Source: an optimization exercise on an open RTL-to-GDS flow (aim: small area, a short achievable clock period and few clock cycles per item). Production flows keep margins and buffers that such runs may drop.

==> indigo <==
## sprite_tiles
module sprite_tiles #(
    parameter signed [11:0] VIS_MIN_X = 12'sd0,
    parameter signed [11:0] VIS_MAX_X = 12'sd255,
    parameter signed [11:0] VIS_MIN_Y = 12'sd0,
    parameter signed [11:0] VIS_MAX_Y = 12'sd223
) (
    input  wire        clk,
    input  wire        rst,
    input  wire        in_valid,
    output wire        in_ready,
    input  wire [15:0] in_size,
    input  wire [7:0]  in_zoomx,
    input  wire [7:0]  in_zoomy,
    input  wire [8:0]  in_x,
    input  wire [8:0]  in_y,
    input  wire [15:0] in_code,
    input  wire [15:0] in_attr,
    input  wire [3:0]  in_pri_a,
    input  wire [3:0]  in_pri_b,
    input  wire        in_high_only,
    output reg         out_valid,
    input  wire        out_ready,
    output wire [15:0] out_tile,
    output wire [11:0] out_x,
    output wire [11:0] out_y,
    output wire [5:0]  out_w,
    output wire [5:0]  out_h,
    output wire [19:0] out_dx,
    output wire [19:0] out_dy,
    output wire        out_fx,
    output wire        out_fy,
    output wire [4:0]  out_color,
    output wire        out_last
);
    localparam [64*20-1:0] RB = {
        64'h0000000000000004,
        64'h0000000000000078,
        64'h0000000000007f80,
        64'h000000007fff8198,
        64'h7fffffff80078600,
        64'h800001ff80799818,
        64'h8001fe0787980780,
        64'h807e1e1999fe0198,
  ...
==> module sprite_tiles, before the edit <==
module sprite_tiles #(
    parameter signed [11:0] VIS_MIN_X = 12'sd0,
    parameter signed [11:0] VIS_MAX_X = 12'sd255,
    parameter signed [11:0] VIS_MIN_Y = 12'sd0,
    parameter signed [11:0] VIS_MAX_Y = 12'sd223
) (
    input  wire        clk,
    input  wire        rst,
    input  wire        in_valid,
    output wire        in_ready,
    input  wire [15:0] in_size,
    input  wire [7:0]  in_zoomx,
    input  wire [7:0]  in_zoomy,
    input  wire [8:0]  in_x,
    input  wire [8:0]  in_y,
    input  wire [15:0] in_code,
    input  wire [15:0] in_attr,
    input  wire [3:0]  in_pri_a,
    input  wire [3:0]  in_pri_b,
    input  wire        in_high_only,
    output reg         out_valid,
    input  wire        out_ready,
    output wire [15:0] out_tile,
    output wire [11:0] out_x,
    output wire [11:0] out_y,
    output wire [5:0]  out_w,
    output wire [5:0]  out_h,
    output wire [19:0] out_dx,
    output wire [19:0] out_dy,
    output wire        out_fx,
    output wire        out_fy,
    output wire [4:0]  out_color,
    output wire        out_last
);
    localparam [64*20-1:0] RB = {
        64'h0000000000000004,
        64'h0000000000000078,
        64'h0000000000007f80,
        64'h000000007fff8198,
        64'h7fffffff80078600,
        64'h800001ff80799818,
        64'h8001fe0787980780,
        64'h807e1e1999fe0198,
        64'h8786666001861e00,
        64'h999e007806798018,
        64'h0079ff9e01818780,
        64'h019f819e19e79998,
        64'h061fe07f86060600,
        64'h0061806180780018,
        64'h1998660180001f80,
        64'h819998199fff8198,
        64'h87e667e6001f8600,
        64'h81999ffe00799818,
        64'h8001fe0607800780,
        64'h99e7800019fe0198
    };
    function [19:0] recip(input [5:0] z);
        integer b;
        for (b = 0; b < 20; b = b + 1) recip[b] = RB[64*b + z];
    endfunction
    reg        idle;             
    reg        setup;            
    reg [3:0]  xm1;              
    reg [3:0]  cc;               
    reg [3:0]  rr;               
    reg [7:0]  zx, zy;
    reg [8:0]  x0;
    reg [15:0] tile;
    reg [13:0] xa, ya;           
    reg        fx, fy;
    reg [4:0]  color;
    assign in_ready = idle;
    wire [3:0] pri    = in_attr[11:8];
    wire       pri_ok = ((in_pri_a <= pri) && (pri <= in_pri_b)) ||
                        ((in_pri_b <= pri) && (pri <= in_pri_a));
    wire       qskip  = in_size[15] || (in_zoomx[7:3] == 5'd0) || (in_zoomy[7:3] == 5'd0) ||
                        !pri_ok || (in_high_only && !in_attr[4]) ||
                        in_y[8] || (in_y == 9'd0);
    wire       last_c = (cc == 4'd0);
    wire       last_r = (rr == 4'd0);
    wire [13:0] xsum = xa + {6'd0, zx}
                     + {6'd0, zx & {8{setup & xm1[0]}}}
                     + {5'd0, zx & {8{setup & xm1[1]}}, 1'b0}
                     + {4'd0, zx & {8{setup & xm1[2]}}, 2'b00}
                     + {3'd0, zx & {8{setup & xm1[3]}}, 3'b000};
    wire [13:0] ysum = ya + ({6'd0, zy} ^ {14{setup}})
                     + ({6'd0, zy & {8{setup & rr[0]}}} ^ {14{setup}})
                     + ({5'd0, zy & {8{setup & rr[1]}}, 1'b0} ^ {14{setup}})
                     + ({4'd0, zy & {8{setup & rr[2]}}, 2'b00} ^ {14{setup}})
                     + ({3'd0, zy & {8{setup & rr[3]}}, 3'b000} ^ {14{setup}})
                     + {11'd0, setup, 1'b0, setup};
    wire [4:0]  xnum  = {1'b0, xm1} + 5'd1;
    wire [5:0]  span  = {1'b0, xm1, 1'b1};                   
    wire        sneg  = (last_c && fx != fy) ? fy : fx;
    wire [5:0]  smag  = (last_c && fx != fy) ? span : 6'd1;
    wire [15:0] step  = setup ? {11'd0, xm1 & {4{fx}}} :
                        sneg ? -{10'd0, smag} : {10'd0, smag};
    wire        fyr   = setup & fy;
    wire [15:0] tsum  = tile + step
                      + {11'd0, xnum & {5{fyr & rr[0]}}}
                      + {10'd0, xnum & {5{fyr & rr[1]}}, 1'b0}
                      + {9'd0,  xnum & {5{fyr & rr[2]}}, 2'b0}
                      + {8'd0,  xnum & {5{fyr & rr[3]}}, 3'b0};
    wire        meets = !xsum[13] && (xsum[12:3] != 10'd0) &&
                        ($signed(ysum) <= 14'sd1791);
    always @(posedge clk) begin
        if (rst) begin
            idle      <= 1'b1;
            setup     <= 1'b0;
            out_valid <= 1'b0;
        end else if (idle) begin
            if (in_valid && !qskip) begin
                idle  <= 1'b0;
                setup <= 1'b1;
            end
        end else if (setup) begin
            setup <= 1'b0;
            if (meets) out_valid <= 1'b1;
            else       idle      <= 1'b1;
        end else if (out_ready) begin
            if (last_c && last_r) begin
                out_valid <= 1'b0;
                idle      <= 1'b1;
            end
        end
    end
    always @(posedge clk) begin
        if (idle) begin
            xm1   <= in_size[3:0];
            cc    <= in_size[3:0];
            rr    <= in_size[7:4];
            zx    <= in_zoomx;
            zy    <= in_zoomy;
            x0    <= in_x;
            tile  <= in_code;
            xa    <= {{2{in_x[8]}}, in_x, 3'b000};
            ya    <= {{2{in_y[8]}}, in_y, 3'b000};
            fx    <= in_attr[6];
            fy    <= in_attr[7];
            color <= in_attr[4:0];
        end else if (setup || out_ready) begin
            tile <= tsum;
            if (setup || last_c) ya <= ysum;
            if (!setup) begin
                cc <= last_c ? xm1 : cc - 4'd1;
                xa <= last_c ? {{2{x0[8]}}, x0, 3'b000} : xsum;
                if (last_c) rr <= rr - 4'd1;
            end
        end
    end
    assign out_tile  = tile;
    assign out_x     = {xa[13], xa[13:3]};
    assign out_y     = {ya[13], ya[13:3]};
    assign out_w     = {1'b0, zx[7:3]} + {5'd0, zx[2]} + 6'd1;
    assign out_h     = {1'b0, zy[7:3]} + {5'd0, zy[2]} + 6'd1;
    assign out_dx    = recip(zx[7:2]);
    assign out_dy    = recip(zy[7:2]);
    assign out_fx    = fx;
    assign out_fy    = fy;
    assign out_color = color;
    assign out_last  = last_c && last_r;
endmodule
==> flow/config.mk <==
export PLATFORM = sky130hd
export DESIGN_NAME = sprite_tiles
export DESIGN_NICKNAME = sprite_tiles
export VERILOG_FILES = /design/flow/design.v
export SDC_FILE = /design/flow/constraint.sdc
export NUM_CORES = 4
export LEC_CHECK = 0
export CAP_MARGIN = 20
export CORE_MARGIN = 2
export CORE_UTILIZATION = 40
export PLACE_DENSITY = 0.6
export SLEW_MARGIN = 20
==> flow/constraint.sdc <==
create_clock -name core_clock -period 10.0 [get_ports {clk}]
set_input_delay 2.0000 -clock core_clock [delete_from_list [all_inputs] [get_ports {clk}]]
set_output_delay 2.0000 -clock core_clock [all_outputs]
set_load 0.01 [all_outputs]
run.sh (not shown) runs the stock make flow with config.mk's settings and CLKGATE_MAP_FILE= SYNTH_SCRIPT=/design/flow/synth_recipe.tcl, a recipe that flattens the netlist after the stock synthesis.
==> inputs of zinc, as changes to indigo <==
--- a/flow/design.v
+++ b/flow/design.v
@@ -60,5 +60,6 @@
     endfunction
     reg        idle;             
-    reg        setup;            
+    reg        sety;             
+    reg        setx;             
     reg [3:0]  xm1;              
     reg [3:0]  cc;               
@@ -77,45 +78,41 @@
                         !pri_ok || (in_high_only && !in_attr[4]) ||
                         in_y[8] || (in_y == 9'd0);
-    wire       last_c = (cc == 4'd0);
-    wire       last_r = (rr == 4'd0);
-    wire [13:0] xsum = xa + {6'd0, zx}
-                     + {6'd0, zx & {8{setup & xm1[0]}}}
-                     + {5'd0, zx & {8{setup & xm1[1]}}, 1'b0}
-                     + {4'd0, zx & {8{setup & xm1[2]}}, 2'b00}
-                     + {3'd0, zx & {8{setup & xm1[3]}}, 3'b000};
-    wire [13:0] ysum = ya + ({6'd0, zy} ^ {14{setup}})
-                     + ({6'd0, zy & {8{setup & rr[0]}}} ^ {14{setup}})
-                     + ({5'd0, zy & {8{setup & rr[1]}}, 1'b0} ^ {14{setup}})
-                     + ({4'd0, zy & {8{setup & rr[2]}}, 2'b00} ^ {14{setup}})
-                     + ({3'd0, zy & {8{setup & rr[3]}}, 3'b000} ^ {14{setup}})
-                     + {11'd0, setup, 1'b0, setup};
+    wire        last_c = (cc == 4'd0);
+    wire        last_r = (rr == 4'd0);
+    wire [13:0] xsum  = xa + {6'd0, zx};
+    wire [13:0] ysum  = sety ? ya - {6'd0, zy} : ya + {6'd0, zy};
+    wire        x_in  = !xsum[13] && (xsum[12:3] != 10'd0);     
+    wire        y_in  = $signed(ysum) <= 14'sd1791;             
     wire [4:0]  xnum  = {1'b0, xm1} + 5'd1;
-    wire [5:0]  span  = {1'b0, xm1, 1'b1};                   
+    wire [5:0]  span  = {1'b0, xm1, 1'b1};                      
     wire        sneg  = (last_c && fx != fy) ? fy : fx;
     wire [5:0]  smag  = (last_c && fx != fy) ? span : 6'd1;
-    wire [15:0] step  = setup ? {11'd0, xm1 & {4{fx}}} :
+    wire [15:0] step  = sety ? (last_c ? {12'd0, xm1 & {4{fx}}} : {11'd0, xnum & {5{fy}}}) :
                         sneg ? -{10'd0, smag} : {10'd0, smag};
-    wire        fyr   = setup & fy;
-    wire [15:0] tsum  = tile + step
-                      + {11'd0, xnum & {5{fyr & rr[0]}}}
-                      + {10'd0, xnum & {5{fyr & rr[1]}}, 1'b0}
-                      + {9'd0,  xnum & {5{fyr & rr[2]}}, 2'b0}
-                      + {8'd0,  xnum & {5{fyr & rr[3]}}, 3'b0};
-    wire        meets = !xsum[13] && (xsum[12:3] != 10'd0) &&
-                        ($signed(ysum) <= 14'sd1791);
+    wire [15:0] tsum  = tile + step;
     always @(posedge clk) begin
         if (rst) begin
             idle      <= 1'b1;
-            setup     <= 1'b0;
+            sety      <= 1'b0;
+            setx      <= 1'b0;
             out_valid <= 1'b0;
         end else if (idle) begin
             if (in_valid && !qskip) begin
-                idle  <= 1'b0;
-                setup <= 1'b1;
+                idle <= 1'b0;
+                sety <= 1'b1;
             end
-        end else if (setup) begin
-            setup <= 1'b0;
-            if (meets) out_valid <= 1'b1;
-            else       idle      <= 1'b1;
+        end else if (sety) begin
+            if (last_c) begin
+                sety      <= 1'b0;
+                setx      <= y_in && x0[8];
+                out_valid <= y_in && !x0[8];
+                idle      <= !y_in;
+            end
+        end else if (setx) begin
+            if (x_in || last_c) begin
+                setx      <= 1'b0;
+                out_valid <= x_in;
+                idle      <= !x_in;
+            end
         end else if (out_ready) begin
             if (last_c && last_r) begin
@@ -128,5 +125,5 @@
         if (idle) begin
             xm1   <= in_size[3:0];
-            cc    <= in_size[3:0];
+            cc    <= in_size[7:4];
             rr    <= in_size[7:4];
             zx    <= in_zoomx;
@@ -139,11 +136,21 @@
             fy    <= in_attr[7];
             color <= in_attr[4:0];
-        end else if (setup || out_ready) begin
+        end else if (sety) begin
+            ya   <= ysum;
             tile <= tsum;
-            if (setup || last_c) ya <= ysum;
-            if (!setup) begin
-                cc <= last_c ? xm1 : cc - 4'd1;
-                xa <= last_c ? {{2{x0[8]}}, x0, 3'b000} : xsum;
-                if (last_c) rr <= rr - 4'd1;
+            cc   <= last_c ? xm1 : cc - 4'd1;
+        end else if (setx) begin
+            xa   <= x_in ? {{2{x0[8]}}, x0, 3'b000} : xsum;
+            cc   <= x_in ? xm1 : cc - 4'd1;
+        end else if (out_ready) begin
+            tile <= tsum;
+            if (last_c) begin
+                cc <= xm1;
+                rr <= rr - 4'd1;
+                xa <= {{2{x0[8]}}, x0, 3'b000};
+                ya <= ysum;
+            end else begin
+                cc <= cc - 4'd1;
+                xa <= xsum;
             end
         end
--- a/flow/config.mk
+++ b/flow/config.mk
@@ -6,7 +6,9 @@
 export NUM_CORES = 4
 export LEC_CHECK = 0
+export ABC_CLOCK_PERIOD_IN_PS = 3000
 export CAP_MARGIN = 20
 export CORE_MARGIN = 2
 export CORE_UTILIZATION = 40
 export PLACE_DENSITY = 0.6
+export SETUP_SLACK_MARGIN = 5
 export SLEW_MARGIN = 20
==> inputs of violet, as changes to indigo <==
==> flow/design.v (replaced) <==
module sprite_tiles #(
    parameter signed [11:0] VIS_MIN_X = 12'sd0,
    parameter signed [11:0] VIS_MAX_X = 12'sd255,
    parameter signed [11:0] VIS_MIN_Y = 12'sd0,
    parameter signed [11:0] VIS_MAX_Y = 12'sd223
) (
    input  wire        clk,
    input  wire        rst,
    input  wire        in_valid,
    output wire        in_ready,
    input  wire [15:0] in_size,
    input  wire [7:0]  in_zoomx,
    input  wire [7:0]  in_zoomy,
    input  wire [8:0]  in_x,
    input  wire [8:0]  in_y,
    input  wire [15:0] in_code,
    input  wire [15:0] in_attr,
    input  wire [3:0]  in_pri_a,
    input  wire [3:0]  in_pri_b,
    input  wire        in_high_only,
    output reg         out_valid,
    input  wire        out_ready,
    output wire [15:0] out_tile,
    output wire [11:0] out_x,
    output wire [11:0] out_y,
    output wire [5:0]  out_w,
    output wire [5:0]  out_h,
    output wire [19:0] out_dx,
    output wire [19:0] out_dy,
    output wire        out_fx,
    output wire        out_fy,
    output wire [4:0]  out_color,
    output wire        out_last
);
    localparam [64*20-1:0] RB = {
        64'h0000000000000004,
        64'h0000000000000078,
        64'h0000000000007f80,
        64'h000000007fff8198,
        64'h7fffffff80078600,
        64'h800001ff80799818,
        64'h8001fe0787980780,
        64'h807e1e1999fe0198,
        64'h8786666001861e00,
        64'h999e007806798018,
        64'h0079ff9e01818780,
        64'h019f819e19e79998,
        64'h061fe07f86060600,
        64'h0061806180780018,
        64'h1998660180001f80,
        64'h819998199fff8198,
        64'h87e667e6001f8600,
        64'h81999ffe00799818,
        64'h8001fe0607800780,
        64'h99e7800019fe0198
    };
    function [19:0] recip(input [5:0] z);
        integer b;
        for (b = 0; b < 20; b = b + 1) recip[b] = RB[64*b + z];
    endfunction
    reg        idle;             
    reg        sety;             
    reg        setx;             
    reg [3:0]  xm1;              
    reg [3:0]  cc;               
    reg [3:0]  rr;               
    reg        lc, lr;           
    reg [7:0]  zx, zy;
    reg [8:0]  x0;
    reg [15:0] tile;
    reg [13:0] xa;               
    reg [12:0] ya;
    reg        fx, fy;
    reg [4:0]  color;
    reg [5:0]  w, h;
    reg [19:0] dx, dy;
    reg        last;
    assign in_ready = idle;
    wire [3:0] pri    = in_attr[11:8];
    wire       pri_ok = ((in_pri_a <= pri) && (pri <= in_pri_b)) ||
                        ((in_pri_b <= pri) && (pri <= in_pri_a));
    wire       qskip  = in_size[15] || (in_zoomx[7:3] == 5'd0) || (in_zoomy[7:3] == 5'd0) ||
                        !pri_ok || (in_high_only && !in_attr[4]) ||
                        in_y[8] || (in_y == 9'd0);
    wire [13:0] xsum  = xa + {6'd0, zx};
    wire        x_in  = !xsum[13] && (xsum[12:3] != 10'd0);     
    wire        c0    = (cc == 4'd0);
    wire        y_end = (cc[3:1] == 3'd0);
    wire [8:0]  zy2   = c0 ? {1'b0, zy} : {zy, 1'b0};
    wire [12:0] ysum  = sety ? ya - {4'd0, zy2} : ya + {5'd0, zy};
    wire        y_in  = $signed(ysum) <= 13'sd1791;             
    wire [4:0]  xnum  = {1'b0, xm1} + 5'd1;
    wire [5:0]  span  = {1'b0, xm1, 1'b1};                      
    wire [5:0]  tfin  = fy ? (fx ? span : {1'b0, xnum}) : (fx ? {2'd0, xm1} : 6'd0);
    wire [5:0]  tset  = c0 ? {2'd0, xm1 & {4{fx}}} :
                        (cc == 4'd1) ? tfin : {xnum & {5{fy}}, 1'b0};
    wire        sneg  = (lc && fx != fy) ? fy : fx;
    wire [5:0]  smag  = (lc && fx != fy) ? span : 6'd1;
    wire [15:0] step  = sety ? {10'd0, tset} :
                        sneg ? -{10'd0, smag} : {10'd0, smag};
    wire [15:0] tsum  = tile + step;
    wire        take  = out_valid && out_ready;
    wire        xm0   = (xm1 == 4'd0);
    wire        lc_n  = lc ? xm0 : (cc == 4'd1);                
    wire        lr_n  = lc ? (rr == 4'd1) : lr;
    always @(posedge clk) begin
        if (rst) begin
            idle      <= 1'b1;
            sety      <= 1'b0;
            setx      <= 1'b0;
            out_valid <= 1'b0;
        end else if (idle) begin
            if (in_valid && !qskip) begin
                idle <= 1'b0;
                sety <= 1'b1;
            end
        end else if (sety) begin
            if (y_end) begin
                sety      <= 1'b0;
                setx      <= y_in && x0[8];
                out_valid <= y_in && !x0[8];
                idle      <= !y_in;
            end
        end else if (setx) begin
            if (x_in || c0) begin
                setx      <= 1'b0;
                out_valid <= x_in;
                idle      <= !x_in;
            end
        end else if (out_ready) begin
            if (lc && lr) begin
                out_valid <= 1'b0;
                idle      <= 1'b1;
            end
        end
    end
    always @(posedge clk) begin
        if (idle) begin
            xm1   <= in_size[3:0];
            cc    <= in_size[7:4];
            rr    <= in_size[7:4];
            zx    <= in_zoomx;
            zy    <= in_zoomy;
            x0    <= in_x;
            tile  <= in_code;
            xa    <= {{2{in_x[8]}}, in_x, 3'b000};
            ya    <= {{1{in_y[8]}}, in_y, 3'b000};
            fx    <= in_attr[6];
            fy    <= in_attr[7];
            color <= in_attr[4:0];
        end else if (sety) begin
            ya   <= ysum;
            tile <= tsum;
            cc   <= y_end ? xm1 : cc - 4'd2;
            lc   <= xm0;
            lr   <= (rr == 4'd0);
            last <= xm0 && (rr == 4'd0);
            w    <= {1'b0, zx[7:3]} + {5'd0, zx[2]} + 6'd1;
            h    <= {1'b0, zy[7:3]} + {5'd0, zy[2]} + 6'd1;
            dx   <= recip(zx[7:2]);
            dy   <= recip(zy[7:2]);
        end else if (setx) begin
            xa   <= x_in ? {{2{x0[8]}}, x0, 3'b000} : xsum;
            cc   <= x_in ? xm1 : cc - 4'd1;
        end else if (take) begin
            tile <= tsum;
            lc   <= lc_n;
            lr   <= lr_n;
            last <= lc_n && lr_n;
            if (lc) begin
                cc <= xm1;
                rr <= rr - 4'd1;
                xa <= {{2{x0[8]}}, x0, 3'b000};
                ya <= ysum;
            end else begin
                cc <= cc - 4'd1;
                xa <= xsum;
            end
        end
    end
    assign out_tile  = tile;
    assign out_x     = {xa[13], xa[13:3]};
    assign out_y     = {{2{ya[12]}}, ya[12:3]};
    assign out_w     = w;
    assign out_h     = h;
    assign out_dx    = dx;
    assign out_dy    = dy;
    assign out_fx    = fx;
    assign out_fy    = fy;
    assign out_color = color;
    assign out_last  = last;
endmodule
--- a/flow/config.mk
+++ b/flow/config.mk
@@ -6,7 +6,9 @@
 export NUM_CORES = 4
 export LEC_CHECK = 0
+export ABC_CLOCK_PERIOD_IN_PS = 3000
 export CAP_MARGIN = 20
 export CORE_MARGIN = 2
 export CORE_UTILIZATION = 40
 export PLACE_DENSITY = 0.6
+export SETUP_SLACK_MARGIN = 5
 export SLEW_MARGIN = 20
==> impl_metrics.tcl <==
set metrics [dict create \
    outcome "no timing/DRC/antenna violations" \
    drive_above_1_share 0.0793 \
    cp_top_family "buffers and inverters" \
    synth_compound_area_frac 0.252 \
    finalPower_mw 1.50 \
    syn_nets 1240 \
    relSlewSlack 0.333 \
    place_hpwl_mm 17.7 \
    timing.hold.ws_ns 0.494 \
    place_ws_ns 4.91 \
    netlist.area_leader.share 0.280 \
    signal_buffers 208 \
    design.seq.count 92 \
    p_sw_frac 0.354 \
    crit_cells 8 \
]
That was zinc.
==> impl_metrics.tcl <==
set metrics [dict create \
    crit_cells 17 \
    p_sw_frac 0.426 \
    netlist.area_leader.share 0.223 \
    layout_commonest_cell "clkdlybuf4s50_1" \
    detail-route-antenna-nets 0 \
    place_hpwl_mm 21.9 \
    outcome "no timing/DRC/antenna violations" \
    design.seq.count 91 \
    timing.hold.ws_ns 0.470 \
    grt.busiest_layer "met2" \
    finalPower_mw 2.21 \
    synth_compound_area_frac 0.183 \
    drcViolationCount 0 \
    cp_top_family "adder cells" \
    syn_nets 1538 \
    signal_buffers 193 \
    drive_above_1_share 0.0444 \
]
That was indigo.
==> impl_metrics.tcl <==
set metrics [dict create \
    outcome "no timing/DRC/antenna violations" \
    syn_nets 1367 \
    place_hpwl_mm 21.2 \
    crit_cells 14 \
    netlist.area_leader.share 0.378 \
    relSlewSlack 0.323 \
    setup_tns_ns 0 \
    cp_top_family "compound AO/OA/AOI/OAI gates" \
    timing.hold.ws_ns 0.468 \
    place_ws_ns 5.39 \
    drive_above_1_share 0.0580 \
    crit_fanout 16 \
    finalPower_mw 2.02 \
    wirelength_mm 29.4 \
    cts.clk_slew.worst_paths_ns 0.06 \
    p_sw_frac 0.305 \
    synth_compound_area_frac 0.231 \
    signal_buffers 195 \
]
That was violet.
No run of this note included a check of the RTL's function; only the layout flow was run.

-- port drivers added, routing unchanged --
How much do the figures lean on ideal ports? The routed layouts below were timed once more, with nothing changed but the port constraints. Step 1, drivers: a clkbuf_16 drives clk and a buf_2 each remaining input, both assumed. Step 2 times the ports against the registers' clock, not the clock port: input delays grow and output delays shrink by t, the midpoint of the rising clock arrivals with the driver on. a / b / c = ideal ports / drivers / drivers and shift; a / b = the first two.
| run | t, ns | setup slack, ns | hold WS [ns] | clock arrival spread, ns |
|---|---|---|---|---|
| indigo | 0.393 | 4.202 / 4.178 / 4.202 | 0.470 / 0.470 / 0.470 | 0.011 / 0.012 |
| zinc | 0.395 | 5.137 / 5.093 / 5.488 | 0.494 / 0.494 / 0.494 | 0.014 / 0.014 |
| violet | 0.471 | 5.343 / 5.343 / 5.343 | 0.468 / 0.468 / 0.468 | 0.012 / 0.012 |
After both steps setup and hold are still met in every run listed.
